Background: an optimization exercise with open tools, aiming at small area, a short achievable clock period and few clock cycles per item. Do not read the settings as production practice. Only simulation tests tie the RTL to the original design; equivalence was not proved. Power figures rest on the tool's default switching activity, not on a simulated workload.

[design/flow/design.v]
module tdn2_div #(
    parameter integer STEPS = 2             
) (
    input  wire        clk,
    input  wire        clr,                 
    input  wire        restart,             
    input  wire [15:0] meas,
    input  wire [15:0] divisor,
    output wire        done,
    output reg         done_n,              
    output wire [16:0] quotient
);
    localparam integer NL = (STEPS < 2) ? 2 : STEPS;     
    localparam integer NC = (16 + NL) / STEPS;           
    localparam integer CW = $clog2(NC + 1);
    reg              pend;                  
    reg [CW-1:0]     cnt;                   
    reg [15:0]       rem;
    reg [16:0]       q;
    reg              done_r;                
    assign done     = done_r;
    assign quotient = q;
    wire [CW-1:0] cyc = pend ? {CW{1'b0}} : (NC[CW-1:0] - cnt);    
    reg [15:0]      r;
    reg [16:0]      trial;
    reg [17:0]      diff;
    reg [STEPS-1:0] qb;
    reg             sat;
    integer i, k;
    always @(*) begin
        r   = pend ? (meas >> NL) : rem;
        sat = 1'b0;
        for (i = 0; i < STEPS; i = i + 1) begin
            k     = i;                                         
            trial = {r, 1'b0};
            if (STEPS == 1) begin
                if (cyc == 0) trial[0] = meas[1];
                if (cyc == 1) trial[0] = meas[0];
            end else if (pend) begin
                trial[0] = meas[NL-1-i];
            end
            diff  = {1'b0, trial} - {2'b00, divisor};
            qb[STEPS-1-i] = !diff[17];
            if (!diff[17] && ((STEPS == 1) ? (cyc == 0) : (pend && i < NL - 1)))
                sat = 1'b1;
            r = diff[17] ? trial[15:0] : diff[15:0];
        end
    end
    always @(*) begin
        done_n = done_r;
        if (clr)
            done_n = 1'b1;
        else if (restart)
            done_n = 1'b0;
        else if (pend || cnt != {CW{1'b0}})
            done_n = (!pend && cnt == 1) || (pend && (divisor == 16'd0 || sat));
    end
    always @(posedge clk) begin
        done_r <= done_n;
        if (clr) begin
            pend <= 1'b0;
            cnt  <= {CW{1'b0}};
            q    <= 17'd65535;
        end else if (restart) begin
            pend <= 1'b1;
            cnt  <= {CW{1'b0}};
        end else if (pend || cnt != {CW{1'b0}}) begin
            pend <= 1'b0;
            rem  <= r;
            q    <= {q[16-STEPS:0], qb};
            cnt  <= pend ? NC[CW-1:0] - 1'b1 : cnt - 1'b1;
            if (pend && divisor == 16'd0) begin
                q      <= 17'd65535;
                cnt    <= {CW{1'b0}};
            end else if (sat) begin
                q      <= 17'h1FFFF;
                cnt    <= {CW{1'b0}};
            end
        end
    end
endmodule
module tdn2_acc (
    input  wire        clk,
    input  wire        rst,           
    input  wire        cmd_valid,
    output wire        cmd_ready,
    input  wire [23:0] cmd,
    input  wire        btn,           
    output reg         rsp_valid,
    output reg  [1:0]  rsp_status,
    output reg  [15:0] rsp_data,
    output reg         rly_auto,
    output reg         rly_dir,
    output reg         drv_pwr
);
    localparam [2:0]  GUST_WINDOW    = 3'd5;
    localparam [2:0]  WATER_ALM_TIME = 3'd4;
    localparam [6:0]  FOUR_HOURS     = 7'd100;
    localparam [15:0] POT_DELTA      = 16'd1000;
    localparam [15:0] THR_BIAS       = 16'd1000;
    localparam [15:0] THR_STEP       = 16'd1000;
    localparam [15:0] THR_MARGIN     = 16'd5000;
    localparam [2:0]  T_RELAY_SETTLE = 3'd2;
    localparam [2:0]  T_TRAVEL_UP    = 3'd6;
    localparam [2:0]  T_TRAVEL_DOWN  = 3'd4;
    localparam [2:0]  T_POST_SETTLE  = 3'd2;
    localparam [3:0]  WDG_ACK_RELOAD = 4'd12;
    localparam        DIR_UP_LEVEL   = 1'b1;
    localparam [2:0] OP_NOP = 3'd0, OP_SAMPLE = 3'd1, OP_RDFILT = 3'd2, OP_TICK1S = 3'd3,
                     OP_MOVE = 3'd4, OP_STEP = 3'd5, OP_WDGACK = 3'd6, OP_RDSTAT = 3'd7;
    localparam [1:0] ST_OK = 2'd0, ST_BUSY = 2'd1, ST_ILLEGAL = 2'd2;
    localparam [2:0] SQ_IDLE = 3'd0, SQ_SETTLE1 = 3'd1, SQ_TRAVEL = 3'd2,
                     SQ_SETTLE2 = 3'd3, SQ_WAITREL = 3'd4;
    localparam [1:0] CONT_NONE = 2'd0, CONT_RAISE = 2'd1, CONT_LOWER = 2'd2;
    localparam [1:0] RES_NONE = 2'd0, RES_COMPLETED = 2'd1, RES_INTERRUPTED = 2'd2;
    reg [15:0] filt0, filt1, filt2, filt3;
    reg [15:0] prev0, prev1;
    reg [2:0]  gt0, gt1;
    reg        gnext;
    reg [15:0] threshold, setpoint, sp_d2, minimum_seen;    
    reg        is_down, is_auto;
    reg [6:0]  auto_down_timer;
    reg [2:0]  water_alarm_count;
    reg [3:0]  alarm_flags;
    reg [2:0]  seq;
    reg [2:0]  seq_cnt;
    reg        seq_dir, seq_pressed;
    reg [1:0]  seq_cont, last_result;
    reg [3:0]  wdg_ack;
    reg        rdy;           
    reg        v1;            
    reg        lg1;           
    reg [2:0]  op1;
    reg [1:0]  ch1;
    reg [19:0] x1;            
    reg [4:0]  idx1;          
    reg        btn1;
    reg        tw;            
    reg        t_wp, t_bp, t_btn;
    assign cmd_ready = rdy;
    wire accept = cmd_valid && rdy;
    reg legal_in;
    always @(*) begin
        case (cmd[23:20])
            4'd0:    legal_in = (cmd[19:0] == 20'd0);
            4'd1:    legal_in = (cmd[17:16] == 2'd0);
            4'd2:    legal_in = (cmd[17:0] == 18'd0);
            4'd3:    legal_in = (cmd[19:2] == 18'd0);
            4'd4:    legal_in = (cmd[19:1] == 19'd0);
            4'd5:    legal_in = (cmd[19:0] == 20'd0);
            4'd6:    legal_in = (cmd[19:0] == 20'd0);
            4'd7:    legal_in = (cmd[19:5] == 15'd0);
            default: legal_in = 1'b0;
        endcase
    end
    wire busy = (seq != SQ_IDLE);
    wire x_ok = v1 && lg1;
    wire is_sample = x_ok && (op1 == OP_SAMPLE);
    wire is_step   = x_ok && (op1 == OP_STEP);
    reg [15:0] y;
    always @(*) begin
        case (ch1)
            2'd0: y = filt0;
            2'd1: y = filt1;
            2'd2: y = filt2;
            default: y = filt3;
        endcase
    end
    wire        fast  = ch1[1];
    wire        p_neg = x1[16];
    wire [26:0] o2    = fast ? ~{8'd0, y, 3'd0} : ~{11'd0, y};
    wire [26:0] o3    = fast ? ~{10'd0, y, 1'b0} : 27'd0;
    wire [26:0] o4    = fast ? {7'd0, x1} : {11'd0, x1[15:0] ^ {16{p_neg}}};
    wire [26:0] o5    = fast ? 27'd2 : {25'd0, p_neg, !p_neg};
    wire [26:0] s_acc = {y, 11'd0} + o2 + o3 + o4 + o5;
    wire [15:0] s_new = s_acc[26:11];
    wire        wdg_fire = is_step && !busy && (wdg_ack == 4'd0);
    wire        div_done;
    wire [16:0] wd;
    tdn2_div #(.STEPS(2)) u_div (
        .clk      (clk),
        .clr      (rst || wdg_fire),
        .restart  (is_sample && !ch1[1]),
        .meas     (filt1),
        .divisor  (filt0),
        .done     (div_done),
        .done_n   (div_done_n),
        .quotient (wd)
    );
    wire [4:0]  idx = idx1;
    wire [1:0]  n_active = {1'b0, gt0 != 3'd0} + {1'b0, gt1 != 3'd0};
    wire [15:0] status_word = {1'b0, drv_pwr, rly_dir, rly_auto, last_result, seq_cont,
                               seq_pressed, seq_dir, seq, busy, is_auto, is_down};
    wire [15:0] alarm_word  = {9'd0, water_alarm_count, alarm_flags};
    wire [15:0] gust_word   = {7'd0, gnext, 6'd0, n_active};
    reg        rd_ok;
    reg [15:0] rd_val;
    always @(*) begin
        rd_ok  = 1'b1;
        rd_val = 16'd0;
        case (idx)
            5'd0:  rd_val = status_word;
            5'd1:  rd_val = alarm_word;
            5'd2:  rd_val = threshold;
            5'd3:  rd_val = setpoint;
            5'd4:  rd_val = setpoint;
            5'd5:  rd_val = sp_d2;
            5'd6:  rd_val = minimum_seen;
            5'd7:  rd_val = {9'd0, auto_down_timer};
            5'd8:  rd_val = {13'd0, seq_cnt};
            5'd9:  rd_val = {12'd0, wdg_ack};
            5'd10: rd_val = gust_word;
            5'd11: rd_val = prev0;
            5'd12: rd_val = prev1;
            5'd16: rd_val = {13'd0, gt0};
            5'd17: rd_val = {13'd0, gt1};
            default: rd_ok = 1'b0;
        endcase
    end
    localparam [2:0] U_SS2 = 3'd0, U_ST = 3'd1, U_WT = 3'd2, U_WS = 3'd3, U_WM = 3'd4, U_VAL = 3'd5;
    wire [15:0] sp = filt3;
    reg  [4:0]  fv;                       
    reg         f_big, f_tlts, f_tp, f_wp, f_lt1k, f_ltm;
    wire        tick_busy = tw && busy;
    function flags_ready;
        input [4:0] v;
        input       bp, down, auto;
        begin
            flags_ready = v[U_WT] && (bp ? v[U_WS] :
                                      down ? (v[U_SS2] && v[U_ST]) :
                                      auto ? v[U_WM] : 1'b1);
        end
    endfunction
    reg         tick_app;                 
    wire        c_bp   = t_bp;                        
    wire        c_down = is_down && !t_bp;            
    wire        c_auto = !is_down && is_auto && !t_bp;  
    reg  [2:0]  u, u_n;
    wire        div_done_n;
    reg  [4:0]  fv_n;
    wire        app_n;
    always @(*) begin
        if (app_n)                          u_n = U_VAL;
        else if (div_done_n && !fv_n[U_WT]) u_n = U_WT;
        else if (div_done_n && !fv_n[U_WM]) u_n = U_WM;
        else if (!fv_n[U_SS2])              u_n = U_SS2;
        else if (!fv_n[U_ST])               u_n = U_ST;
        else                                u_n = U_WS;
    end
    wire        u_ok = (u == U_SS2) || (u == U_ST) || div_done;    
    wire [15:0] thr_step = threshold + THR_STEP;
    wire [15:0] m_sel = f_ltm ? wd[15:0] : minimum_seen;
    reg  [16:0] alu_a, alu_b;
    reg         alu_sub;
    always @(*) begin
        alu_sub = 1'b1;
        alu_a   = {1'b0, sp};
        alu_b   = {1'b0, sp_d2};
        case (u)
            U_SS2: ;
            U_ST:  alu_b = {1'b0, threshold};
            U_WT:  begin alu_a = wd; alu_b = {1'b0, threshold}; end
            U_WS:  begin alu_a = wd; alu_b = {1'b0, sp}; end
            U_WM:  begin alu_a = wd; alu_b = {1'b0, minimum_seen}; end
            default: begin
                if (c_bp) begin
                    alu_a = wd; alu_b = {1'b0, THR_BIAS};
                end else if (c_down) begin
                    alu_a = wd; alu_b = {1'b0, sp};
                end else begin
                    alu_sub = 1'b0; alu_a = {1'b0, sp[15:1], 1'b0}; alu_b = {1'b0, m_sel[15:1], 1'b0};
                end
            end
        endcase
    end
    wire [18:0] alu_x = {1'b0, alu_a, 1'b1} + {(alu_sub ? ~{1'b0, alu_b} : {1'b0, alu_b}), alu_sub};
    wire [17:0] alu_r = alu_x[18:1];
    wire        r_neg = alu_r[17];
    wire        r_pos = !r_neg && (alu_r[16:0] != 17'd0);
    wire        r_gt1000  = !r_neg && (alu_r[16:0] > 17'd1000);
    wire        r_ltm1000 = r_neg && (alu_r[16:0] < 17'h1FC18);       
    wire        r_ge5000  = !r_neg && (alu_r[16:0] >= {1'b0, THR_MARGIN});
    wire        r_lt1000  = r_neg || (alu_r[16:0] < 17'd1000);
    reg        water_pre, water_alarm, wind_alarm, alarm;
    reg [15:0] n_threshold, n_minimum_seen;
    reg        n_is_down, n_is_auto;
    reg [6:0]  n_auto_down_timer;
    reg [2:0]  n_wac;
    reg [2:0]  n_gt0, n_gt1;
    reg        n_gnext;
    reg [1:0]  act;
    reg        refused;
    reg        start_mv, start_dir;
    reg [1:0]  start_cont;
    always @(*) begin
        n_is_down         = is_down;
        n_is_auto         = is_auto;
        n_wac             = water_alarm_count;
        n_gnext           = gnext;
        n_auto_down_timer = auto_down_timer;
        n_gt0             = gt0;
        n_gt1             = gt1;
        if (t_bp) begin
            n_is_auto = 1'b0;
            n_is_down = 1'b1;
            n_wac     = 3'd0;
            n_gt0     = 3'd0;
            n_gt1     = 3'd0;
            n_gnext   = 1'b0;
        end
        water_pre      = f_wp;
        n_minimum_seen = minimum_seen;
        if (c_bp) begin
            if (wd <= {1'b0, THR_BIAS})  n_threshold = 16'd0;
            else if (f_lt1k)             n_threshold = alu_r[15:0];
            else                         n_threshold = sp;
        end else if (c_down) begin
            n_minimum_seen = 16'hFFFF;
            if (f_big || !f_tlts)        n_threshold = sp;
            else if (!r_ge5000)          n_threshold = threshold;
            else if (f_tp)               n_threshold = thr_step;
            else                         n_threshold = sp;
        end else if (c_auto) begin
            n_minimum_seen = m_sel;
            n_threshold    = alu_r[16:1];
        end else begin
            n_threshold    = sp;
        end
        if (water_pre)
            n_wac = (n_wac + 3'd1 < WATER_ALM_TIME) ? n_wac + 3'd1 : WATER_ALM_TIME;
        else
            n_wac = 3'd0;
        water_alarm = (n_wac >= WATER_ALM_TIME);
        if (n_gt0 != 3'd0) n_gt0 = n_gt0 - 3'd1;
        if (n_gt1 != 3'd0) n_gt1 = n_gt1 - 3'd1;
        wind_alarm = 1'b0;
        if (t_wp) begin
            if (n_gt0 != 3'd0 && n_gt1 != 3'd0) begin
                wind_alarm = 1'b1;
            end else if (n_gnext == 1'b0) begin
                if (n_gt0 == 3'd0) begin n_gt0 = GUST_WINDOW; n_gnext = 1'b1; end
                else               begin n_gt1 = GUST_WINDOW; n_gnext = 1'b0; end
            end else begin
                if (n_gt1 == 3'd0) begin n_gt1 = GUST_WINDOW; n_gnext = 1'b0; end
                else               begin n_gt0 = GUST_WINDOW; n_gnext = 1'b1; end
            end
        end
        alarm      = water_alarm || wind_alarm;
        act        = 2'd0;
        refused    = 1'b0;
        start_mv   = 1'b0;
        start_dir  = 1'b0;
        start_cont = CONT_NONE;
        if (n_is_down && alarm) begin
            act        = 2'd1;
            start_mv   = 1'b1;
            start_dir  = 1'b1;
            start_cont = CONT_RAISE;
        end else if (!n_is_down && alarm) begin
            n_auto_down_timer = FOUR_HOURS;
        end else if (!n_is_down && n_is_auto) begin
            if (n_auto_down_timer != 7'd0) n_auto_down_timer = n_auto_down_timer - 7'd1;
            if (n_auto_down_timer == 7'd0) begin
                act        = 2'd2;
                start_mv   = 1'b1;
                start_dir  = 1'b0;
                start_cont = CONT_LOWER;
            end
        end
        if (start_mv && t_btn) begin
            refused   = 1'b1;
            n_is_auto = 1'b0;
            n_is_down = 1'b1;
            n_wac     = 3'd0;
            n_gt0     = 3'd0;
            n_gt1     = 3'd0;
            n_gnext   = 1'b0;
        end
    end
    wire [2:0] st_cnt_dec = seq_cnt - 3'd1;
    task reset_state;
        begin
            filt0 <= 16'd0; filt1 <= 16'd0; filt2 <= 16'd0; filt3 <= 16'd0;
            prev0             <= 16'd0;
            prev1             <= 16'd0;
            gt0               <= 3'd0;
            gt1               <= 3'd0;
            gnext             <= 1'b0;
            threshold         <= 16'd0;
            setpoint          <= 16'd0;
            sp_d2             <= 16'd0;
            minimum_seen      <= 16'hFFFF;
            is_down           <= 1'b1;
            is_auto           <= 1'b1;
            auto_down_timer   <= 7'd0;
            water_alarm_count <= 3'd0;
            alarm_flags       <= 4'd0;
            seq               <= SQ_IDLE;
            seq_cnt           <= 3'd0;
            seq_dir           <= 1'b0;
            seq_pressed       <= 1'b0;
            seq_cont          <= CONT_NONE;
            last_result       <= RES_NONE;
            rly_auto          <= 1'b0;
            rly_dir           <= 1'b0;
            drv_pwr           <= 1'b0;
            wdg_ack           <= WDG_ACK_RELOAD;
        end
    endtask
    task start_sequence;
        input       dir;
        input [1:0] cont;
        begin
            rly_auto    <= 1'b1;
            rly_dir     <= dir ? DIR_UP_LEVEL : ~DIR_UP_LEVEL;
            seq         <= SQ_SETTLE1;
            seq_cnt     <= T_RELAY_SETTLE;
            seq_dir     <= dir;
            seq_pressed <= 1'b0;
            seq_cont    <= cont;
            last_result <= RES_NONE;
        end
    endtask
    task finish_sequence;
        input [1:0] res;
        begin
            rly_auto    <= 1'b0;
            rly_dir     <= 1'b0;
            drv_pwr     <= 1'b0;
            last_result <= res;
            seq         <= SQ_IDLE;
            seq_cnt     <= 3'd0;
            seq_dir     <= 1'b0;
            seq_pressed <= 1'b0;
            seq_cont    <= CONT_NONE;
            if (seq_cont != CONT_NONE) begin
                if (res == RES_COMPLETED) begin
                    if (seq_cont == CONT_RAISE) begin
                        is_down         <= 1'b0;
                        auto_down_timer <= FOUR_HOURS;
                    end else begin
                        is_down <= 1'b1;
                    end
                end else begin
                    is_auto <= 1'b0;
                    is_down <= 1'b1;
                end
                water_alarm_count <= 3'd0;
                gt0   <= 3'd0;
                gt1   <= 3'd0;
                gnext <= 1'b0;
            end
        end
    endtask
    task respond;
        input [1:0]  st;
        input [15:0] d;
        begin
            rsp_valid  <= 1'b1;
            rsp_status <= st;
            rsp_data   <= d;
        end
    endtask
    wire inv_s  = is_sample && (ch1 == 2'd3);      
    wire inv_wd = is_sample && !ch1[1];            
    always @(*) begin
        fv_n = fv;
        if (!tick_app && u_ok) fv_n[u] = 1'b1;
        if (inv_s)    begin fv_n[U_SS2] = 1'b0; fv_n[U_ST] = 1'b0; fv_n[U_WS] = 1'b0; end
        if (inv_wd)   begin fv_n[U_WT] = 1'b0; fv_n[U_WS] = 1'b0; fv_n[U_WM] = 1'b0; end
        if (tick_app) begin fv_n[U_SS2] = 1'b0; fv_n[U_ST] = 1'b0; fv_n[U_WT] = 1'b0; fv_n[U_WM] = 1'b0; end
        if (wdg_fire) fv_n = 5'd0;
    end
    always @(posedge clk) begin
        if (rst) begin
            fv <= 5'd0;
            u  <= U_SS2;
        end else begin
            fv <= fv_n;
            u  <= u_n;
        end
        if (!tick_app && u_ok) begin
            case (u)
                U_SS2: f_big <= r_gt1000 || r_ltm1000;
                U_ST:  begin f_tlts <= r_pos; f_tp <= r_gt1000; end
                U_WT:  f_wp <= r_neg;
                U_WM:  f_ltm <= r_neg;
                default: f_lt1k <= r_lt1000;
            endcase
        end
    end
    wire tick_stays  = tw && !tick_busy && !tick_app;
    wire ready_n     = flags_ready(fv_n, t_bp, is_down, is_auto);
    wire idle_n      = !busy && !(x_ok && op1 == OP_MOVE);
    assign app_n     = tick_stays && ready_n && idle_n;
    wire rdy_n       = !tick_in && (!tick_stays || app_n);
    wire [3:0]  op_in   = cmd[23:20];
    wire [15:0] raw_in  = cmd[15:0];
    wire        tick_in = accept && legal_in && (op_in == 4'd3);
    wire        samp_in = accept && legal_in && (op_in == 4'd1);
    wire [15:0] prev_in = wdg_fire ? 16'd0 : (cmd[18] ? prev1 : prev0);
    wire [16:0] p_in    = {1'b0, raw_in} - {1'b0, prev_in};
    wire [19:0] r10_in  = {1'b0, raw_in, 3'd0} + {3'd0, raw_in, 1'b0};
    always @(posedge clk) begin
        op1  <= op_in[2:0];
        ch1  <= cmd[19:18];
        lg1  <= legal_in;
        btn1 <= btn;
        x1   <= cmd[19] ? r10_in : {3'd0, p_in};
        idx1 <= cmd[4:0];
        if (tick_in) begin
            t_wp  <= cmd[0];
            t_bp  <= cmd[1];
            t_btn <= btn;
        end
    end
    always @(posedge clk) begin
        if (rst) begin
            reset_state;
            rdy        <= 1'b1;
            tick_app   <= 1'b0;
            v1         <= 1'b0;
            tw         <= 1'b0;
            rsp_valid  <= 1'b0;
            rsp_status <= ST_OK;
            rsp_data   <= 16'd0;
        end else begin
            rsp_valid <= 1'b0;
            v1        <= accept && !tick_in;
            if (tick_busy) begin
                tw <= 1'b0;
                respond(ST_BUSY, 16'd0);
            end else if (tick_app) begin
                        tw                <= 1'b0;
                        wdg_ack           <= WDG_ACK_RELOAD;
                        is_down           <= n_is_down;
                        is_auto           <= n_is_auto;
                        water_alarm_count <= n_wac;
                        gt0               <= n_gt0;
                        gt1               <= n_gt1;
                        gnext             <= n_gnext;
                        threshold         <= n_threshold;
                        setpoint          <= sp;
                        sp_d2             <= setpoint;
                        minimum_seen      <= n_minimum_seen;
                        auto_down_timer   <= n_auto_down_timer;
                        alarm_flags       <= {t_wp, water_pre, wind_alarm, water_alarm};
                        if (refused)
                            last_result <= RES_INTERRUPTED;
                        if (start_mv && !refused)
                            start_sequence(start_dir, start_cont);
                        respond(ST_OK, {9'd0, refused, act, t_wp, water_pre, wind_alarm, water_alarm});
            end else if (v1 && !lg1) begin
                respond(ST_ILLEGAL, 16'd0);
            end else if (v1) begin
                begin
                    case (op1)
                    OP_NOP: respond(ST_OK, 16'd0);
                    OP_SAMPLE: begin
                        case (ch1)
                            2'd0: filt0 <= s_new;
                            2'd1: filt1 <= s_new;
                            2'd2: filt2 <= s_new;
                            default: filt3 <= s_new;
                        endcase
                        respond(ST_OK, s_new);
                    end
                    OP_RDFILT: respond(ST_OK, y);
                    OP_MOVE: begin
                        if (busy) begin
                            respond(ST_BUSY, 16'd0);
                        end else begin
                            wdg_ack <= WDG_ACK_RELOAD;
                            if (btn1) begin
                                last_result <= RES_INTERRUPTED;
                                respond(ST_OK, {14'd0, RES_INTERRUPTED});
                            end else begin
                                start_sequence(idx1[0], CONT_NONE);
                                respond(ST_OK, 16'd0);
                            end
                        end
                    end
                    OP_STEP: begin
                        if (!busy) begin
                            if (wdg_ack == 4'd0) begin
                                reset_state;
                                respond(ST_OK, 16'h0008);
                            end else begin
                                wdg_ack <= wdg_ack - 4'd1;
                                respond(ST_OK, 16'd0);
                            end
                        end else begin
                            wdg_ack <= WDG_ACK_RELOAD;
                            case (seq)
                            SQ_SETTLE1: begin
                                seq_cnt <= st_cnt_dec;
                                if (st_cnt_dec == 3'd0) begin
                                    drv_pwr <= 1'b1;
                                    seq     <= SQ_TRAVEL;
                                    seq_cnt <= seq_dir ? T_TRAVEL_UP : T_TRAVEL_DOWN;
                                end
                                respond(ST_OK, 16'd0);
                            end
                            SQ_TRAVEL: begin
                                if (btn1) begin
                                    seq_pressed <= 1'b1;
                                    drv_pwr     <= 1'b0;
                                    seq         <= SQ_SETTLE2;
                                    seq_cnt     <= T_POST_SETTLE;
                                end else begin
                                    seq_cnt <= st_cnt_dec;
                                    if (st_cnt_dec == 3'd0) begin
                                        drv_pwr <= 1'b0;
                                        seq     <= SQ_SETTLE2;
                                        seq_cnt <= T_POST_SETTLE;
                                    end
                                end
                                respond(ST_OK, 16'd0);
                            end
                            SQ_SETTLE2: begin
                                seq_cnt <= st_cnt_dec;
                                if (st_cnt_dec == 3'd0) begin
                                    if (!seq_pressed) begin
                                        finish_sequence(RES_COMPLETED);
                                        respond(ST_OK, 16'h0005);
                                    end else if (!btn1) begin
                                        finish_sequence(RES_INTERRUPTED);
                                        respond(ST_OK, 16'h0006);
                                    end else begin
                                        seq <= SQ_WAITREL;
                                        respond(ST_OK, 16'd0);
                                    end
                                end else begin
                                    respond(ST_OK, 16'd0);
                                end
                            end
                            default: begin  
                                if (!btn1) begin
                                    finish_sequence(RES_INTERRUPTED);
                                    respond(ST_OK, 16'h0006);
                                end else begin
                                    respond(ST_OK, 16'd0);
                                end
                            end
                            endcase
                        end
                    end
                    OP_WDGACK: begin
                        wdg_ack <= WDG_ACK_RELOAD;
                        respond(ST_OK, 16'd0);
                    end
                    default: begin  
                        if (rd_ok) respond(ST_OK, rd_val);
                        else       respond(ST_ILLEGAL, 16'd0);
                    end
                    endcase
                end
            end
            rdy      <= rdy_n;
            tick_app <= app_n;
            if (tick_in)
                tw <= 1'b1;
            if (samp_in && !cmd[19]) begin
                if (cmd[18]) prev1 <= raw_in;
                else         prev0 <= raw_in;
            end
        end
    end
endmodule
[design/flow/flow/run.sh]
#!/bin/bash
# The standard layout (standard.sh: ORFS from synthesis to the final
# layout), with the timing repair after placement, CTS and global routing
# aiming at 5 ns instead of the 12 ns clock period, so that the layout
# gets as fast as the logic allows. Everything else is the standard flow.
set -euo pipefail
bash standard.sh SETUP_SLACK_MARGIN=7 finish > standard.log 2>&1
[design/flow/standard.sh]
#!/bin/bash
# synth_recipe.tcl (not shown) runs the flow's synth.tcl, then flattens the netlist and writes it again
# the make line also repeats each setting of config.mk as NAME=value (left out here)
make -C /OpenROAD-flow-scripts/flow DESIGN_CONFIG=/design/flow/config.mk WORK_HOME=/design/flow/orfs CLKGATE_MAP_FILE= SYNTH_SCRIPT=/design/flow/synth_recipe.tcl "${@:-finish}"
[design/flow/config.mk]
export PLATFORM = sky130hd
export DESIGN_NAME = tdn2_acc
export DESIGN_NICKNAME = tdn2_acc
export VERILOG_FILES = /design/flow/design.v
export SDC_FILE = /design/flow/constraint.sdc
export NUM_CORES = 4
export LEC_CHECK = 0
export CAP_MARGIN = 20
export CORE_MARGIN = 2
export CORE_UTILIZATION = 55
export SLEW_MARGIN = 20
export TNS_END_PERCENT = 100
[design/flow/constraint.sdc]
create_clock -name core_clock -period 12.0 [get_ports {clk}]
set_input_delay 2.4000 -clock core_clock [delete_from_list [all_inputs] [get_ports {clk}]]
set_output_delay 2.4000 -clock core_clock [all_outputs]
set_load 0.01 [all_outputs]
==> metrics.md, run 1 <==
| Metric | Value |
|---|---|
| Worst r2r path cells | `22` |
| Fin nets | `3173` |
| WHS | `464 ps` |
| Setup_tns | `0 ps` |
| Clk pwr share | `18.4%` |
| Syn Inst Count | `2910` |
| First-pass GRT wire length | `135 mm` |
| # clock sinks | `313` |
| Vias | `24100` |
| Max-Cap Viols | `0` |
| P_int | `3.58 mW` |
| Crit-path cells | `buf_12, mux2_2, ha_1, nand2_1, o21ai_4, or3_1, o221ai_2, o2111ai_2, nand2_4, buf_6, a31oi_4, inv_1, ha_1, nor2b_4, o31a_1, o21ai_2, a211oi_4, o311ai_4, o22ai_2, o21ai_2, and2_4, mux2_4` |
| Final ANT Viol Nets | `0` |
| Largest net degree at the start of global routing | `77` |
| Ports | `51` |
| Multi-input logic area | `16600 um2` |
| Seq. cell area | `6540 um2` |
| Post-route design area | `27300 um2` |
| Initial antenna violation count | `1` |
| Nature of the critical path endpoint | `register` |
| TritonRoute pass-1 iters | `12` |
| # fillers | `3610` |
| Post-Syn Nets | `3130` |
| Synth warnings | `2` |
| Crit path arrival time | `5380 ps` |
| Worst-path clk slew | `60 ps` |
| Slew @ Worst Pin | `1200 ps` |
| Setup violators final | `0` |
| Core area | `42000 um2` |
| Avg WL per Cell | `25.9 um` |
| Diode count | `0` |
| Clk buf depth | `3` |
| Total congestion overflow | `0` |
| Vias in the first global route | `22200` |
| Dpl hpwl | `65.4 mm` |
| Synth async-reset ratio | `0%` |
| Post-Syn Area | `23500 um2` |
| Total CTS buffers | `38` |
| Crit Path Class | `register to register` |
| CTS tree | `yes` |
| P_sw | `2.93 mW` |
| Post-synthesis cell type count | `98` |
| # rows | `75` |
| Max stage delay on crit path | `360 ps` |
| Worst slew margin | `19.9%` |
| Total GRT Usage | `39.8%` |
| Synthesis-stage register bit count | `313` |
| PortBufs | `50` |
| Tmin final | `5060 ps` |
| CTS root buffer | `clkbuf_16` |
| WL final | `91.2 mm` |
| Startpoint types | `register` |
| Final core utilization | `64.9%` |
| Logic pwr share | `62.4%` |
| Sequential fraction of the synthesis area | `27.8%` |
| Post-synth top flop | `dfxtp_1` |
| Skew-Pair Late Insertion Delay | `570 ps` |
| Max FO, Critical Path | `7` |
| Worst path slowest cell | `dfxtp_4` |
| Area Growth Syn to Fin | `16.3%` |
| Die area | `44300 um2` |
| Hold Crit Class | `register to register` |
| Post-DP Area | `24400 um2` |
| Seq pwr share | `19.2%` |
| RSZ-0062 raised after global routing | `yes` |
| CTS Hold Buffers Added | `0` |
| Starting Density | `55.8%` |
| Fin. max-slew vios | `0` |
| Synth top area share | `24.6%` |
| Synth top area cells | `dfxtp_1, ha_1, nand2_1` |
| Drt via density | `6.85` |
| Die X | `211 um` |
| Status | `complete, no violations` |
| Die Height | `211 um` |
| Hold Fails Final Rpt | `0` |
| Final WS setup | `6940 ps` |
| Sw Ratio | `45.0%` |
| Crit share post-route | `42.2%` |
| EDFF count, synth | `25` |
| Leakage | `10.6 nW` |
| Worst IR drop on VDD | `0.171 mV` |
| Placer congestion estimate | `0.995` |
| Dpl ws | `5720 ps` |
| Post-synth top area cell | `dfxtp_1` |
| Htree depth | `2` |
| Hold Crit Depth | `2` |
| Fraction of layout cells with a size suffix above 1 | `14.1%` |
| Detailed router's first-iteration violation count | `3707` |
| Max frequency | `0.198 GHz` |
| Clk_skew | `20.4 ps` |
| CP required | `12320 ps` |
| Pwr dens | `239 nW/um2` |
| Mapped Avg Cell Area | `8.06 um2` |
| Remaining DRCs | `0` |
logic make-up after synthesis:
kind of cell	share of synthesized area, %
and+or+nand+nor	19.1
muxes	7.01
adders and majority gates	11.3
AOI/OAI and AO/OA	25.4
buffers and inverters	5.43
xor gates and xnor gates	4.07
DFF	27.8
area by class of cell:
cell class	instances	area share, %
multi-input combinational	2267	60.9
timing repair buffer	166	5.61
inverter	167	2.34
sequential	313	24.0
tap	539	2.47
clock inverter	18	0.674
clock buffer	49	3.98
worst max-delay path, delay by kind of cell, from the launching register on:
family / cells / cell delay [ps]
buffers and inverters: 3 / 360
AO/OA/AOI/OAI: 10 / 1950
multiplexers: 2 / 670
AND/OR/NAND/NOR: 5 / 830
flip-flops: 1 / 360
adder cells (fa/ha/maj): 2 / 630
per-layer routing:
metal | vias to the layer above | track usage, % | wire length [um]
li1 | 10800 | - | -
met1 | 11500 | 54.5 | 35900
met2 | 1526 | 60.1 | 39400
met3 | 317 | 7.60 | 11100
met4 | 2 | 19.6 | 4890
met5 | - | 0 | 12
stage by stage:
| step | cells | power, mW |
|---|---|---|
| final | 3519 | 6.51 |
| after floorplan | 2910 | 3.71 |
| after global routing | 3519 | 6.87 |
| after CTS | 3476 | 6.00 |
| after global placement | 3362 | 4.41 |
| after detailed placement | 3362 | 4.47 |
flip-flops by register name (all words and copies together) (netlist names), 4 cells and up:
name and flops:
x1 20, u_div.q 17, filt0 16, filt1 16
filt2 16, filt3 16, minimum_seen 16, prev0 16
prev1 16, rsp_data 16, setpoint 16, sp_d2 16
threshold 16, u_div.rem 16, auto_down_timer 7, fv 5
idx1 5, alarm_flags 4, u_div.cnt 4, wdg_ack 4
power by group through the flow:
| stage | registers (mW) | clock network, mW | logic [mW] |
|---|---|---|---|
| 2_1_floorplan | 1.23 | 0 | 2.48 |
| 3_3_place_gp | 1.27 | 0 | 3.15 |
| 3_5_place_dp | 1.27 | 0 | 3.20 |
| 4_1_cts | 1.24 | 1.20 | 3.56 |
| 5_1_grt | 1.25 | 1.24 | 4.38 |
| 6_report | 1.25 | 1.20 | 4.07 |
Yosys cell counts, types with 21 or more instances:
master / n
o21a_1: 26
o22ai_1: 37
mux2i_1: 80
xor2_1: 42
o21ai_0: 183
nor3_1: 78
fa_1: 32
a21oi_1: 175
a211oi_1: 23
nor2b_1: 33
nor4_1: 23
and3_1: 24
nand2_1: 271
edfxtp_1: 25
nand2b_1: 32
xnor2_1: 67
clkbuf_1: 146
dfxtp_1: 288
a22o_1: 21
a222oi_1: 30
or3_1: 29
and2_1: 26
nand3_1: 85
ha_1: 160
a21o_1: 21
a31oi_1: 24
nor2_1: 268
mux2_2: 42
inv_1: 164
a22oi_1: 126
layout by cell type (no fill, tap or decap), types with 28 or more instances in the layout:
cell type / instances
mux2i_1: 80
clkdlybuf4s50_1: 44
clkbuf_16: 42
o22ai_1: 36
xnor2_1: 61
inv_1: 159
ha_1: 141
mux2_2: 32
a222oi_1: 30
fa_1: 32
nor3_1: 72
o21ai_0: 166
nand2_1: 266
a22oi_1: 125
dfxtp_1: 276
nor2b_1: 28
nand2b_1: 31
nand3_1: 82
nor2_1: 261
a21oi_1: 164
or3_1: 29
buf_4: 99
xor2_1: 34
final timing paths:
check	to	slack, ps	from
min	filt2[0]	460	filt2[0]
max	u_div.rem[9]	6940	u_div.pend
min reg2reg	filt2[0]	460	filt2[0]
max reg2reg	u_div.rem[9]	6940	u_div.pend
repair_timing:
| item | 4_1_cts | 5_1_grt |
|---|---|---|
| setup endpoints to repair | 125 | 111 |
| buffers inserted | 45 | 41 |
| pin swaps | 24 | 39 |
| gates resized for setup | 74 | 114 |
| cloned | 2 | 2 |
Testbench counts, summed over its fixed seeds: cycles 801,960, ops 776,106.
==> run 2, diff against run 1 <==
--- a/design/flow/design.v
+++ b/design/flow/design.v
@@ -20,5 +20,5 @@
     reg              done_r;                
+    reg              first;                 
     assign done     = done_r;
     assign quotient = q;
-    wire [CW-1:0] cyc = pend ? {CW{1'b0}} : (NC[CW-1:0] - cnt);    
     reg [15:0]      r;
@@ -28,18 +28,11 @@
     reg             sat;
-    integer i, k;
+    integer i;
     always @(*) begin
-        r   = pend ? (meas >> NL) : rem;
+        r   = rem;
         sat = 1'b0;
         for (i = 0; i < STEPS; i = i + 1) begin
-            k     = i;                                         
-            trial = {r, 1'b0};
-            if (STEPS == 1) begin
-                if (cyc == 0) trial[0] = meas[1];
-                if (cyc == 1) trial[0] = meas[0];
-            end else if (pend) begin
-                trial[0] = meas[NL-1-i];
-            end
+            trial = {r, first && meas[NL - 1 - i]};
             diff  = {1'b0, trial} - {2'b00, divisor};
             qb[STEPS-1-i] = !diff[17];
-            if (!diff[17] && ((STEPS == 1) ? (cyc == 0) : (pend && i < NL - 1)))
+            if (!diff[17] && first && i < NL - 1)
                 sat = 1'b1;
@@ -54,4 +47,6 @@
             done_n = 1'b0;
-        else if (pend || cnt != {CW{1'b0}})
-            done_n = (!pend && cnt == 1) || (pend && (divisor == 16'd0 || sat));
+        else if (pend)
+            done_n = (divisor == 16'd0);
+        else if (cnt != {CW{1'b0}})
+            done_n = (cnt == 1) || sat;
     end
@@ -59,2 +54,3 @@
         done_r <= done_n;
+        first  <= pend && !clr && !restart;
         if (clr) begin
@@ -66,13 +62,16 @@
             cnt  <= {CW{1'b0}};
-        end else if (pend || cnt != {CW{1'b0}}) begin
+        end else if (pend) begin
             pend <= 1'b0;
+            rem  <= meas >> NL;
+            if (divisor == 16'd0)
+                q   <= 17'd65535;
+            else
+                cnt <= NC[CW-1:0];
+        end else if (cnt != {CW{1'b0}}) begin
             rem  <= r;
             q    <= {q[16-STEPS:0], qb};
-            cnt  <= pend ? NC[CW-1:0] - 1'b1 : cnt - 1'b1;
-            if (pend && divisor == 16'd0) begin
-                q      <= 17'd65535;
-                cnt    <= {CW{1'b0}};
-            end else if (sat) begin
-                q      <= 17'h1FFFF;
-                cnt    <= {CW{1'b0}};
+            cnt  <= cnt - 1'b1;
+            if (sat) begin
+                q   <= 17'h1FFFF;
+                cnt <= {CW{1'b0}};
             end
@@ -138,3 +137,3 @@
     reg        tw;            
-    reg        t_wp, t_bp, t_btn;
+    reg        t_lg, t_wp, t_bp, t_btn;
     assign cmd_ready = rdy;
@@ -223,3 +222,4 @@
     reg         f_big, f_tlts, f_tp, f_wp, f_lt1k, f_ltm;
-    wire        tick_busy = tw && busy;
+    wire        tick_ill  = tw && !t_lg;           
+    wire        tick_busy = tw && t_lg && busy;
     function flags_ready;
@@ -491,3 +491,3 @@
     end
-    wire tick_stays  = tw && !tick_busy && !tick_app;
+    wire tick_stays  = tw && t_lg && !tick_busy && !tick_app;
     wire ready_n     = flags_ready(fv_n, t_bp, is_down, is_auto);
@@ -498,6 +498,7 @@
     wire [15:0] raw_in  = cmd[15:0];
-    wire        tick_in = accept && legal_in && (op_in == 4'd3);
+    wire        tick_in = accept && (op_in == 4'd3);            
     wire        samp_in = accept && legal_in && (op_in == 4'd1);
-    wire [15:0] prev_in = wdg_fire ? 16'd0 : (cmd[18] ? prev1 : prev0);
-    wire [16:0] p_in    = {1'b0, raw_in} - {1'b0, prev_in};
+    wire [16:0] p0_in   = {1'b0, raw_in} - {1'b0, wdg_fire ? 16'd0 : prev0};
+    wire [16:0] p1_in   = {1'b0, raw_in} - {1'b0, wdg_fire ? 16'd0 : prev1};
+    wire [16:0] p_in    = cmd[18] ? p1_in : p0_in;
     wire [19:0] r10_in  = {1'b0, raw_in, 3'd0} + {3'd0, raw_in, 1'b0};
@@ -510,3 +511,4 @@
         idx1 <= cmd[4:0];
-        if (tick_in) begin
+        if (rdy) begin                                   
+            t_lg  <= legal_in;
             t_wp  <= cmd[0];
@@ -529,3 +531,6 @@
             v1        <= accept && !tick_in;
-            if (tick_busy) begin
+            if (tick_ill) begin
+                tw <= 1'b0;
+                respond(ST_ILLEGAL, 16'd0);
+            end else if (tick_busy) begin
                 tw <= 1'b0;
==> design/flow/flow/run.sh (replaced) <==
#!/bin/bash
# The standard layout (standard.sh: ORFS from synthesis to the final
# layout), with the timing repair after placement, CTS and global routing
# aiming at 5.25 ns instead of the 12 ns clock period, so that the layout
# gets as fast as the logic allows. Everything else is the standard flow.
set -euo pipefail
bash standard.sh SETUP_SLACK_MARGIN=6.75 finish > standard.log 2>&1
==> metrics.md, run 2 <==
| Metric | Value |
|---|---|
| Fin. max-slew vios | `0` |
| Clk_skew | `11.2 ps` |
| Detailed router's first-iteration violation count | `3133` |
| Synth warnings | `2` |
| Post-Syn Area | `23500 um2` |
| Remaining DRCs | `0` |
| Metal2 WL | `37.0 mm` |
| Ports | `51` |
| WL final | `88.2 mm` |
| Worst R2R End | `filt2[9]` |
| Startpoint types | `register` |
| Worst IR drop on VDD | `0.202 mV` |
| Worst Hold Path EP | `filt2[9]` |
| Post-synthesis cell type count | `86` |
| Min-delay src | `filt2[9]` |
| RSZ-0062 raised after global routing | `yes` |
| Max-Cap Viols | `0` |
| Diode count | `0` |
| Crit Reg-Reg Startpoint | `ch1[0]` |
| Worst-path clk slew | `60 ps` |
| Most frequent cells in the layout | `nor2_1, dfxtp_1, nand2_1, a21oi_1, o21ai_0` |
| Hold Crit Depth | `2` |
| Worst slew margin | `22.9%` |
| Leading cell type in the layout, fill and taps excluded | `nor2_1` |
| Worst Path Buf+Inv | `4` |
| Placer congestion estimate | `1.04` |
| EDFF count, synth | `26` |
| Area Growth Syn to Fin | `13.4%` |
| Final core utilization | `63.3%` |
| Hold Crit Class | `register to register` |
| Syn Inst Count | `2927` |
| Pwr dens | `238 nW/um2` |
| Sequential fraction of the synthesis area | `28.0%` |
| Leading registers by flop count | `x1: 20 flops, u_div.q: 17 flops` |
| Reg-to-reg slack, setup | `6850 ps` |
| Uppermost routed layer | `met5` |
| Die X | `211 um` |
| Synth top area share | `24.7%` |
| Leakage | `10.0 nW` |
| CTS tree | `yes` |
| Initial antenna violation count | `1` |
| Max frequency | `0.194 GHz` |
| Worst r2r path cells | `19` |
| Nature of the critical path endpoint | `register` |
| CTS Hold Buffers Added | `0` |
| Leading post-synthesis cells by instance count | `nor2_1, dfxtp_1, nand2_1` |
| Total GRT Usage | `38.8%` |
| Post-synth top flop | `dfxtp_1` |
| Die Height | `211 um` |
| TritonRoute pass-1 iters | `14` |
| Post-Syn Nets | `3148` |
| Largest register FFs | `20` |
| Total CTS buffers | `38` |
| Top-count cell post-synth | `nor2_1` |
| Core area | `42000 um2` |
| Max FO, Critical Path | `18` |
| PortBufs | `50` |
| # rows | `75` |
| CP required | `12490 ps` |
| Crit Path Class | `register to register` |
| Setup_tns | `0 ps` |
| Routed wl met3 | `10.1 mm` |
| Synth async-reset ratio | `0%` |
| Setup violators final | `0` |
| Tmin final | `5150 ps` |
| Top Family by Delay on Critical Path | `compound AO/OA/AOI/OAI gates` |
| Hold Fails Final Rpt | `0` |
| Status | `complete, no violations` |
| Drt via density | `6.83` |
| First-pass GRT wire length | `133 mm` |
| Synth top area cells | `dfxtp_1, ha_1, nor2_1` |
| Synthesis-stage register bit count | `315` |
| Dpl hpwl | `64.5 mm` |
| Htree depth | `2` |
| Slew @ Worst Pin | `1150 ps` |
| Crit path arrival time | `5640 ps` |
| Avg WL per Cell | `25.2 um` |
| Post-synth top area cell | `dfxtp_1` |
| Post-Route M1 WL | `36.1 mm` |
| Starting Density | `55.8%` |
| # clock sinks | `315` |
| Die area | `44300 um2` |
| Worst path slowest cell | `or4b_2` |
| Total congestion overflow | `0` |
| Final ANT Viol Nets | `0` |
| Mapped Avg Cell Area | `8.02 um2` |
| Fin nets | `3153` |
| Max stage delay on crit path | `600 ps` |
| Clk buf depth | `3` |
| Largest register by flop count | `x1` |
| Largest net degree at the start of global routing | `87` |
| CP startpoint | `ch1[0]` |
| Vias in the first global route | `22100` |
| CTS root buffer | `clkbuf_16` |
| Crit share post-route | `42.9%` |
| Fraction of layout cells with a size suffix above 1 | `11.3%` |
| Skew-Pair Late Insertion Delay | `570 ps` |
| Crit-path cells | `buf_12, buf_4, mux4_2, inv_1, nand2_1, fa_1, inv_1, ha_1, ha_1, and4b_1, a221o_1, a21oi_1, nor3_4, o21ba_2, o21ai_2, a21oi_4, o21ai_4, or4b_2, a21oi_1` |
| Vias | `23900` |
-- run 2: changes by cell type after synthesis, moves of 13 or more --
cell and delta:
nor2_1 +46, nand2b_1 +18, o21ai_0 -23, nand3b_1 +29, mux2_2 -13, mux2i_1 -24
xnor2_1 +14, clkbuf_1 +14, o311ai_0 +14, inv_1 -19
-- run 2: area by class of cell --
type                    count  area [um2]
repair buffers            140        1260
inverters                 151         572
fillers                  3737       15400
multi-input cells        2285       16300
clock buffers              56        1180
clock inverters            10        58.8
repair inverters            1        7.51
flip-flops and latches    315        6580
well taps                 539         674
-- run 2: stage by stage --
| step | area, um2 | instances | hold WS (ps) | setup WS, ps | total power [mW] |
|---|---|---|---|---|---|
| 4_1_cts | 26000 | 3467 | 468 | 6720 | 5.97 |
| 3_3_place_gp | 24300 | 3375 | 441 | 5790 | 4.45 |
| 3_5_place_dp | 24300 | 3375 | 455 | 5630 | 4.53 |
| 6_report | 26600 | 3497 | 473 | 6850 | 6.34 |
| 2_1_floorplan | 23500 | 2927 | 433 | 6770 | 3.75 |
| 5_1_grt | 26600 | 3497 | 497 | 6680 | 6.68 |
-- run 2: worst min-delay path, stage by stage, from the launching register on --
cell     delay [ps]
dfxtp_1         310
nand2_1          50
a21oi_1          60
-- run 2: kinds of logic after synthesis --
family,after synthesis,share of synthesized area (%)
xor+xnor,120,4.48
compound gates,856,25.0
simple gates,1013,20.5
flops,315,28.0
mux,101,5.32
fa+ha+maj,194,11.4
buf+inv,328,5.31
-- run 2: worst max-delay path by stage --
stage	endpoint	cells past startpoint	slack, ps
after floorplan	u_div.rem[2]	21	6770
after global placement	x1[15]	14	5790
after detailed placement	filt2[9]	18	5630
after CTS	filt2[9]	18	6720
after global routing	filt2[9]	19	6680
final	filt2[9]	19	6850
-- run 2: layer usage --
layer,vias up,track usage (%)
met5,-,0
met4,2,19.8
met3,302,8.46
met2,1474,57.5
met1,11300,53.3
li1,10800,-
-- run 2: repair_timing --
item | 4_1_cts | 5_1_grt
setup buffers | 22 | 29
cloned | 4 | 1
pin swaps | 14 | 24
resized for setup | 63 | 87
endpoints found under the setup margin | 127 | 94
-- run 2: power breakdown --
part	switching [mW]	total (mW)	internal (mW)
combinational	2.26	3.90	1.63
sequential	0.0821	1.28	1.20
clock	0.487	1.17	0.682
Testbench counts of run 2, summed over its fixed seeds: cycles 805,560, ops 776,106.
==> run 3, diff against run 2 <==
--- a/design/flow/design.v
+++ b/design/flow/design.v
@@ -158,11 +158,5 @@
     wire is_step   = x_ok && (op1 == OP_STEP);
-    reg [15:0] y;
-    always @(*) begin
-        case (ch1)
-            2'd0: y = filt0;
-            2'd1: y = filt1;
-            2'd2: y = filt2;
-            default: y = filt3;
-        endcase
-    end
+    reg  [3:0] ch1h;          
+    wire [15:0] y = ({16{ch1h[0]}} & filt0) | ({16{ch1h[1]}} & filt1) |
+                    ({16{ch1h[2]}} & filt2) | ({16{ch1h[3]}} & filt3);
     wire        fast  = ch1[1];
@@ -252,21 +246,20 @@
     wire [15:0] m_sel = f_ltm ? wd[15:0] : minimum_seen;
-    reg  [16:0] alu_a, alu_b;
-    reg         alu_sub;
+    reg         a_wd, a_half, b_t, b_s, b_m, b_k, b_mh, b_s2, alu_sub;
+    reg         n_a_wd, n_a_half, n_b_t, n_b_s, n_b_m, n_b_k, n_b_mh, n_sub;
     always @(*) begin
-        alu_sub = 1'b1;
-        alu_a   = {1'b0, sp};
-        alu_b   = {1'b0, sp_d2};
-        case (u)
-            U_SS2: ;
-            U_ST:  alu_b = {1'b0, threshold};
-            U_WT:  begin alu_a = wd; alu_b = {1'b0, threshold}; end
-            U_WS:  begin alu_a = wd; alu_b = {1'b0, sp}; end
-            U_WM:  begin alu_a = wd; alu_b = {1'b0, minimum_seen}; end
-            default: begin
-                if (c_bp) begin
-                    alu_a = wd; alu_b = {1'b0, THR_BIAS};
-                end else if (c_down) begin
-                    alu_a = wd; alu_b = {1'b0, sp};
+        n_a_wd = 1'b0; n_a_half = 1'b0; n_b_t = 1'b0; n_b_s = 1'b0;
+        n_b_m  = 1'b0; n_b_k    = 1'b0; n_b_mh = 1'b0; n_sub = 1'b1;
+        case (u_n)
+            U_SS2: ;                                              
+            U_ST:  n_b_t = 1'b1;                                  
+            U_WT:  begin n_a_wd = 1'b1; n_b_t = 1'b1; end         
+            U_WS:  begin n_a_wd = 1'b1; n_b_s = 1'b1; end         
+            U_WM:  begin n_a_wd = 1'b1; n_b_m = 1'b1; end         
+            default: begin                                        
+                if (t_bp) begin
+                    n_a_wd = 1'b1; n_b_k = 1'b1;                  
+                end else if (is_down) begin
+                    n_a_wd = 1'b1; n_b_s = 1'b1;                  
                 end else begin
-                    alu_sub = 1'b0; alu_a = {1'b0, sp[15:1], 1'b0}; alu_b = {1'b0, m_sel[15:1], 1'b0};
+                    n_sub = 1'b0; n_a_half = 1'b1; n_b_mh = 1'b1;  
                 end
@@ -275,2 +268,22 @@
     end
+    always @(posedge clk) begin
+        if (rst) begin                                    
+            a_wd <= 1'b0; a_half <= 1'b0; b_t <= 1'b0; b_s <= 1'b0; b_m <= 1'b0;
+            b_k  <= 1'b0; b_mh   <= 1'b0; b_s2 <= 1'b1; alu_sub <= 1'b1;
+        end else begin
+            a_wd    <= n_a_wd;
+            a_half  <= n_a_half;
+            b_t     <= n_b_t;
+            b_s     <= n_b_s;
+            b_m     <= n_b_m;
+            b_k     <= n_b_k;
+            b_mh    <= n_b_mh;
+            b_s2    <= !(n_b_t || n_b_s || n_b_m || n_b_k || n_b_mh);
+            alu_sub <= n_sub;
+        end
+    end
+    wire [16:0] alu_a = a_wd ? wd : {1'b0, sp[15:1], sp[0] && !a_half};
+    wire [16:0] alu_b = ({17{b_t}}  & {1'b0, threshold})        | ({17{b_s}}  & {1'b0, sp})  |
+                        ({17{b_m}}  & {1'b0, minimum_seen})     | ({17{b_k}}  & {1'b0, THR_BIAS}) |
+                        ({17{b_mh}} & {1'b0, m_sel[15:1], 1'b0}) | ({17{b_s2}} & {1'b0, sp_d2});
     wire [18:0] alu_x = {1'b0, alu_a, 1'b1} + {(alu_sub ? ~{1'b0, alu_b} : {1'b0, alu_b}), alu_sub};
@@ -507,2 +520,3 @@
         ch1  <= cmd[19:18];
+        ch1h <= 4'd1 << cmd[19:18];
         lg1  <= legal_in;
==> metrics.md, run 3 <==
| Metric | Value |
|---|---|
| Fin nets | `3139` |
| Total CTS buffers | `39` |
| Leading cell type in the layout, fill and taps excluded | `dfxtp_1` |
| Status | `complete, no violations` |
| Max frequency | `0.199 GHz` |
| Crit Path Class | `register to register` |
| # clock sinks | `327` |
| Largest register FFs | `20` |
| Vias in the first global route | `21500` |
| Synth warnings | `2` |
| Largest net degree at the start of global routing | `89` |
| Final WS setup | `6980 ps` |
| Worst IR drop on VDD | `0.211 mV` |
| Skew-Pair Late Insertion Delay | `560 ps` |
| Core area | `42100 um2` |
| Die area | `44500 um2` |
| Dpl ws | `5420 ps` |
| Sequential fraction of the synthesis area | `28.9%` |
| Synthesis-stage register bit count | `327` |
| Synth top area share | `25.6%` |
| Area Growth Syn to Fin | `11.1%` |
| Worst slew margin | `25.2%` |
| Largest register by flop count | `x1` |
| Clk_skew | `15.8 ps` |
| Fraction of layout cells with a size suffix above 1 | `9.47%` |
| Initial antenna violation count | `2` |
| Slew @ Worst Pin | `1120 ps` |
| WL final | `84.8 mm` |
| Metal2 WL | `36.2 mm` |
| Drt via density | `6.69` |
| Hold Fails Final Rpt | `0` |
| Crit share post-route | `41.8%` |
| TritonRoute pass-1 iters | `7` |
| Leakage | `10.2 nW` |
| Fin. max-slew vios | `0` |
| Hold Crit Depth | `2` |
| Leading registers by flop count | `x1: 20 flops, u_div.q: 17 flops` |
| Worst-path clk slew | `60 ps` |
| Hold Crit Class | `register to register` |
| CP required | `12420 ps` |
| RSZ-0062 raised after global routing | `no` |
| Uppermost routed layer | `met4` |
| Top-count cell post-synth | `dfxtp_1` |
| Post-route design area | `26200 um2` |
| Post-synth top area cell | `dfxtp_1` |
| Post-DP Area | `24400 um2` |
| CTS tree | `yes` |
| Post-synthesis cell type count | `91` |
| First-pass GRT wire length | `129 mm` |
| Total GRT Usage | `37.6%` |
| Htree depth | `2` |
| Remaining DRCs | `0` |
| Pwr dens | `206 nW/um2` |
| Dpl hpwl | `63.6 mm` |
| Synth async-reset ratio | `0%` |
| Detailed router's first-iteration violation count | `2613` |
| Diode count | `0` |
| Post-Syn Nets | `3152` |
| Post-Route M1 WL | `35.4 mm` |
| Starting Density | `55.9%` |
| Vias | `23300` |
| Most frequent cells in the layout | `dfxtp_1, nor2_1, nand2_1, a21oi_1, ha_1` |
| Setup violators final | `0` |
| EDFF count, synth | `26` |
| Syn Inst Count | `2933` |
| Mapped Avg Cell Area | `8.02 um2` |
| Max FO, Critical Path | `16` |
| Leading post-synthesis cells by instance count | `dfxtp_1, nor2_1, nand2_1` |
| Crit path arrival time | `5440 ps` |
| Clk buf depth | `3` |
| Nature of the critical path endpoint | `register` |
| # rows | `75` |
| PortBufs | `50` |
| # fillers | `3801` |
| Worst r2r path cells | `17` |
| Startpoint types | `register` |
| Max-Cap Viols | `0` |
| Setup_tns | `0 ps` |
| Final ANT Viol Nets | `0` |
| Total congestion overflow | `0` |
| Post-synth top flop | `dfxtp_1` |
| Placer congestion estimate | `1.03` |
| Post-Layout Cell Count | `3486` |
| Avg WL per Cell | `24.3 um` |
| Routed wl met3 | `8.12 mm` |
| DP Cell Count | `3399` |
| Synth top area cells | `dfxtp_1, ha_1, nor2_1` |
| CTS root buffer | `clkbuf_16` |
| Die Height | `211 um` |
| Tmin final | `5020 ps` |
| Ports | `51` |
| Post-Syn Area | `23500 um2` |
| Die X | `211 um` |
run 3: critical path, cell delays in order, from the launching register on:
cell	delay (ps)
dfxtp_2	420
a22o_1	300
a221oi_2	450
ha_1	260
inv_1	50
fa_1	480
inv_1	60
fa_1	480
ha_1	350
a21o_1	190
a221oi_1	310
nor2b_1	90
o21bai_2	230
a221o_1	380
a21oi_1	210
xnor2_1	150
a221oi_2	380
nor3_1	90
run 3: power breakdown:
part	internal [mW]	switching, mW	leakage (nW)	total, mW
registers	1.24	0.0860	2.69	1.32
logic	1.20	1.69	6.91	2.89
clock network	0.678	0.494	0.609	1.17
total	3.12	2.27	10.2	5.39
run 3: repair_timing:
item                                    in CTS  in global routing
cloned                                       2                  0
hold buffers                                 0                  0
buffers inserted                            13                  4
resized for setup                           35                 45
endpoints found under the setup margin      65                 71
pin swaps                                    9                 11
run 3: path summary, 6_finish.rpt:
check	startpoint	end	slack, ps
setup / recovery	ch1h[0]	rsp_data[12]	6980
hold / removal	filt2[8]	filt2[8]	460
hold reg to reg	filt2[8]	filt2[8]	460
setup reg to reg	ch1h[0]	rsp_data[12]	6980
run 3: cell families after synthesis:
group	Yosys count	synth area share, %
AOI/OAI and AO/OA	869	25.1
xor gates and xnor gates	114	4.27
adders and majority gates	191	11.1
buffers and inverters	329	5.39
DFF	327	28.9
muxes	112	5.10
and+or+nand+nor	991	20.1
run 3: cell type report:
| cell class | count | area [um2] | share of cell area, % |
|---|---|---|---|
| multi-input combinational | 2278 | 15800 | 60.4 |
| sequential | 327 | 6810 | 26.1 |
| tap | 539 | 674 | 2.58 |
| clock buffer | 55 | 1130 | 4.32 |
| timing repair buffer | 119 | 1070 | 4.09 |
| clock inverter | 13 | 97.6 | 0.373 |
| inverter | 155 | 583 | 2.23 |
run 3: routing by layer:
layer / global-route usage (%) / vias to the layer above
met1: 51.5 / 11100
li1: - / 10700
met3: 6.18 / 229
met4: 20.8 / 0
met2: 56.3 / 1258
met5: 0 / -
run 3: through the flow:
stage	power (mW)	utilization [%]	hold slack, ps
final	5.39	62.1	458
after floorplan	3.32	-	432
after CTS	5.25	61.6	455
after global placement	3.89	58.0	440
after global routing	5.71	62.1	476
after detailed placement	3.95	58.0	450
Testbench counts of run 3, summed over its fixed seeds: cycles 805,560, ops 776,106.
==> run 4, diff against run 3 <==
==> design/flow/flow/run.sh (replaced) <==
#!/bin/bash
# The standard layout (standard.sh: ORFS from synthesis to the final
# layout), with the timing repair after placement, CTS and global routing
# aiming at 5 ns instead of the 12 ns clock period, so that the layout
# gets as fast as the logic allows. Everything else is the standard flow.
set -euo pipefail
bash standard.sh SETUP_SLACK_MARGIN=7 finish > standard.log 2>&1
==> metrics.md, run 4 <==
| Metric | Value |
|---|---|
| P_int | `3.19 mW` |
| Avg WL per Cell | `24.4 um` |
| Startpoint types | `register` |
| Fraction of layout cells with a size suffix above 1 | `11.4%` |
| Htree depth | `2` |
| Nature of the critical path endpoint | `register` |
| Drt via density | `6.68` |
| Synth warnings | `2` |
| CTS tree | `yes` |
| Crit path arrival time | `5250 ps` |
| Multi-input logic area | `16000 um2` |
| Diode count | `0` |
| # clock sinks | `327` |
| Die Height | `211 um` |
| Most numerous cell on the critical path | `a21o_1` |
| CP required | `12360 ps` |
| First-pass GRT wire length | `129 mm` |
| Ports | `51` |
| Mapped Avg Cell Area | `8.02 um2` |
| Vias | `23400` |
| Clk pwr share | `21.9%` |
| Mux cell area share after synthesis | `5.10%` |
| Seq pwr share | `24.3%` |
| Leakage | `10.4 nW` |
| Placer congestion estimate | `1.02` |
| Post-synthesis cell type count | `91` |
| Core area | `42100 um2` |
| Worst path slowest cell | `o41ai_2` |
| Die X | `211 um` |
| Worst-path clk slew | `60 ps` |
| Dpl hpwl | `63.8 mm` |
| Vias in the first global route | `21900` |
| Die area | `44500 um2` |
| Worst slew margin | `25.9%` |
| EDFF count, synth | `26` |
| TritonRoute pass-1 iters | `8` |
| Xor and xnor area share after synthesis | `4.27%` |
| Syn Inst Count | `2933` |
| Largest family of logic cells by synthesized area | `compound AO/OA/AOI/OAI gates` |
| Worst IR drop on VDD | `0.152 mV` |
| Adder-Cell Fraction of Synth Area | `11.1%` |
| Crit Path Class | `register to register` |
| CTS root buffer | `clkbuf_16` |
| Dpl ws | `5750 ps` |
| Synthesis-stage register bit count | `327` |
| Clk buf depth | `3` |
| Setup violators final | `0` |
| Fin nets | `3156` |
| Synth top area share | `25.6%` |
| Sw Ratio | `41.8%` |
| Post-synth top area cell | `dfxtp_1` |
| Compound-gate portion of the synthesized area | `25.1%` |
| Slew @ Worst Pin | `1110 ps` |
| Max stage delay on crit path | `410 ps` |
| Total GRT Usage | `37.6%` |
| Post-DP Area | `24400 um2` |
| Status | `complete, no violations` |
| Remaining DRCs | `0` |
| Total congestion overflow | `0` |
| Logic pwr share | `53.8%` |
| Max frequency | `0.205 GHz` |
| Post-Syn Area | `23500 um2` |
| Max-Cap Viols | `0` |
| Max FO, Critical Path | `13` |
| Total CTS buffers | `38` |
| Fin. max-slew vios | `0` |
| Tmin final | `4890 ps` |
| Sequential fraction of the synthesis area | `28.9%` |
| Final ANT Viol Nets | `0` |
| Leading cell type in the layout, fill and taps excluded | `dfxtp_1` |
| Crit-path cells | `inv_1, ha_1, a21o_1, a21o_1, a21o_1, a211o_1, o221ai_4, nand2_4, buf_4, mux2_2, ha_2, nand3_1, a211oi_2, nor3_2, o41ai_2, a31o_2, a221oi_4, buf_6, buf_12, o311ai_0` |
| Seq. cell area | `6830 um2` |
| Hold Fails Final Rpt | `0` |
| RSZ-0062 raised after global routing | `no` |
| Crit share post-route | `40.7%` |
| Final WS setup | `7110 ps` |
| WHS | `457 ps` |
| Largest net degree at the start of global routing | `103` |
| Synth async-reset ratio | `0%` |
| Starting Density | `55.9%` |
| Most frequent cells in the layout | `dfxtp_1, nor2_1, nand2_1, a21oi_1` |
| Skew-Pair Late Insertion Delay | `580 ps` |
| WL final | `85.4 mm` |
| Initial antenna violation count | `1` |
| Pwr dens | `206 nW/um2` |
| # fillers | `3656` |
| Detailed router's first-iteration violation count | `2762` |
| Setup_tns | `0 ps` |
| PortBufs | `50` |
| Leading post-synthesis cells by instance count | `dfxtp_1, nor2_1, nand2_1` |
| Leading registers by flop count | `x1: 20 flops, u_div.q: 17 flops` |
| Top-count cell post-synth | `dfxtp_1` |
| Post-Synth Simple-Gate Area | `20.1%` |
| Post-route design area | `26600 um2` |
| Synth top area cells | `dfxtp_1, ha_1, nor2_1` |
| Hold Crit Class | `register to register` |
| Post-Syn Nets | `3152` |
| P_sw | `2.29 mW` |
| Largest register FFs | `20` |
| # rows | `75` |
| Clk_skew | `37.1 ps` |
| Largest register by flop count | `x1` |
| Post-synth top flop | `dfxtp_1` |
| Area Growth Syn to Fin | `13.1%` |
[run 4: repair_timing]
item                       in CTS  in global routing
cloned                          1                  0
hold buffers                    0                  0
pin swaps                       9                 21
setup buffers                  11                 28
setup endpoints to repair     102                 87
resized for setup              61                 71
[run 4: path summary, 6_finish.rpt]
kind,from,endpoint,slack (ps),cells after the start
setup / recovery,filt0[9],u_div.rem[12],7110,20
hold / removal,filt2[8],filt2[8],460,2
setup reg to reg,filt0[9],u_div.rem[12],7110,20
hold reg to reg,filt2[8],filt2[8],460,2
[run 4: worst max-delay path, delay by kind of cell, from the launching register on]
kind,cells,cell delay (ps)
multiplexers,1,310
flip-flops,1,360
AND/OR/NAND/NOR,3,300
buffers and inverters,4,590
AO/OA/AOI/OAI,10,2480
adder cells (fa/ha/maj),2,600
[run 4: cell type report]
cell class / count / area share (%)
sequential: 327 / 25.7
clock buffer: 54 / 4.18
timing repair buffer: 138 / 4.67
multi-input combinational: 2277 / 60.1
inverter: 155 / 2.22
tap: 539 / 2.53
clock inverter: 16 / 0.602
[run 4: logic make-up (layout without fill, tap and decap cells)]
kind of cell / Yosys count / in the layout
fa+ha+maj: 191 / 191
compound gates: 869 / 869
buf+inv: 329 / 363
simple gates: 991 / 991
mux: 112 / 112
flops: 327 / 327
xor+xnor: 114 / 114
[run 4: stage by stage]
stage / power, mW / cells / util (%)
2_1_floorplan: 3.33 / 2933 / -
3_3_place_gp: 3.90 / 3396 / 58.0
3_5_place_dp: 3.95 / 3396 / 58.0
4_1_cts: 5.27 / 3478 / 61.9
5_1_grt: 5.79 / 3506 / 63.2
6_report: 5.48 / 3506 / 63.2
[run 4: power groups by stage]
stage	clock network (mW)	logic [mW]	registers [mW]
3_3_place_gp	0	2.55	1.35
6_report	1.20	2.95	1.33
5_1_grt	1.25	3.21	1.34
3_5_place_dp	0	2.60	1.35
4_1_cts	1.20	2.73	1.33
2_1_floorplan	0	2.04	1.29
[run 4: metal layers]
metal / vias up / part of all wire (%) / track usage, % / wire [um]
met5: - / 0.026 / 0 / 22
met4: 4 / 5.4 / 18.0 / 4640
met3: 237 / 9.2 / 6.14 / 7820
met2: 1227 / 43 / 57.9 / 37000
met1: 11200 / 42 / 51.4 / 35900
li1: 10700 / - / - / -

-- what the ideal ports hide --
No port has a modelled driver above. Below, the same layouts with a new extraction and two added sets of constraints. Step 1, drivers: a clkbuf_16 drives clk and a buf_2 each remaining input, both assumed. Step 2 moves the port delays by t, midway between the first and last clock arrival at a register: inputs arrive t later, outputs are due t later. That takes back most of the time a late clock gives input paths. Three values: ideal, step 1, step 2; two values: the first two.
run | shift t [ns] | setup slack, ns | pins driven straight from the clock port
run 1 | 0.617 | 6.937 / 6.937 / 6.543 | 1
run 2 | 0.623 | 6.847 / 6.847 / 6.390 | 1
run 3 | 0.611 | 6.980 / 6.980 / 6.414 | 1
run 4 | 0.615 | 7.111 / 7.111 / 6.594 | 1
After both steps setup and hold are still met in every run listed. For run 3, which loses most, drivers alone change the setup slack by 0.000 ns; drivers and shift together by -0.566 ns.
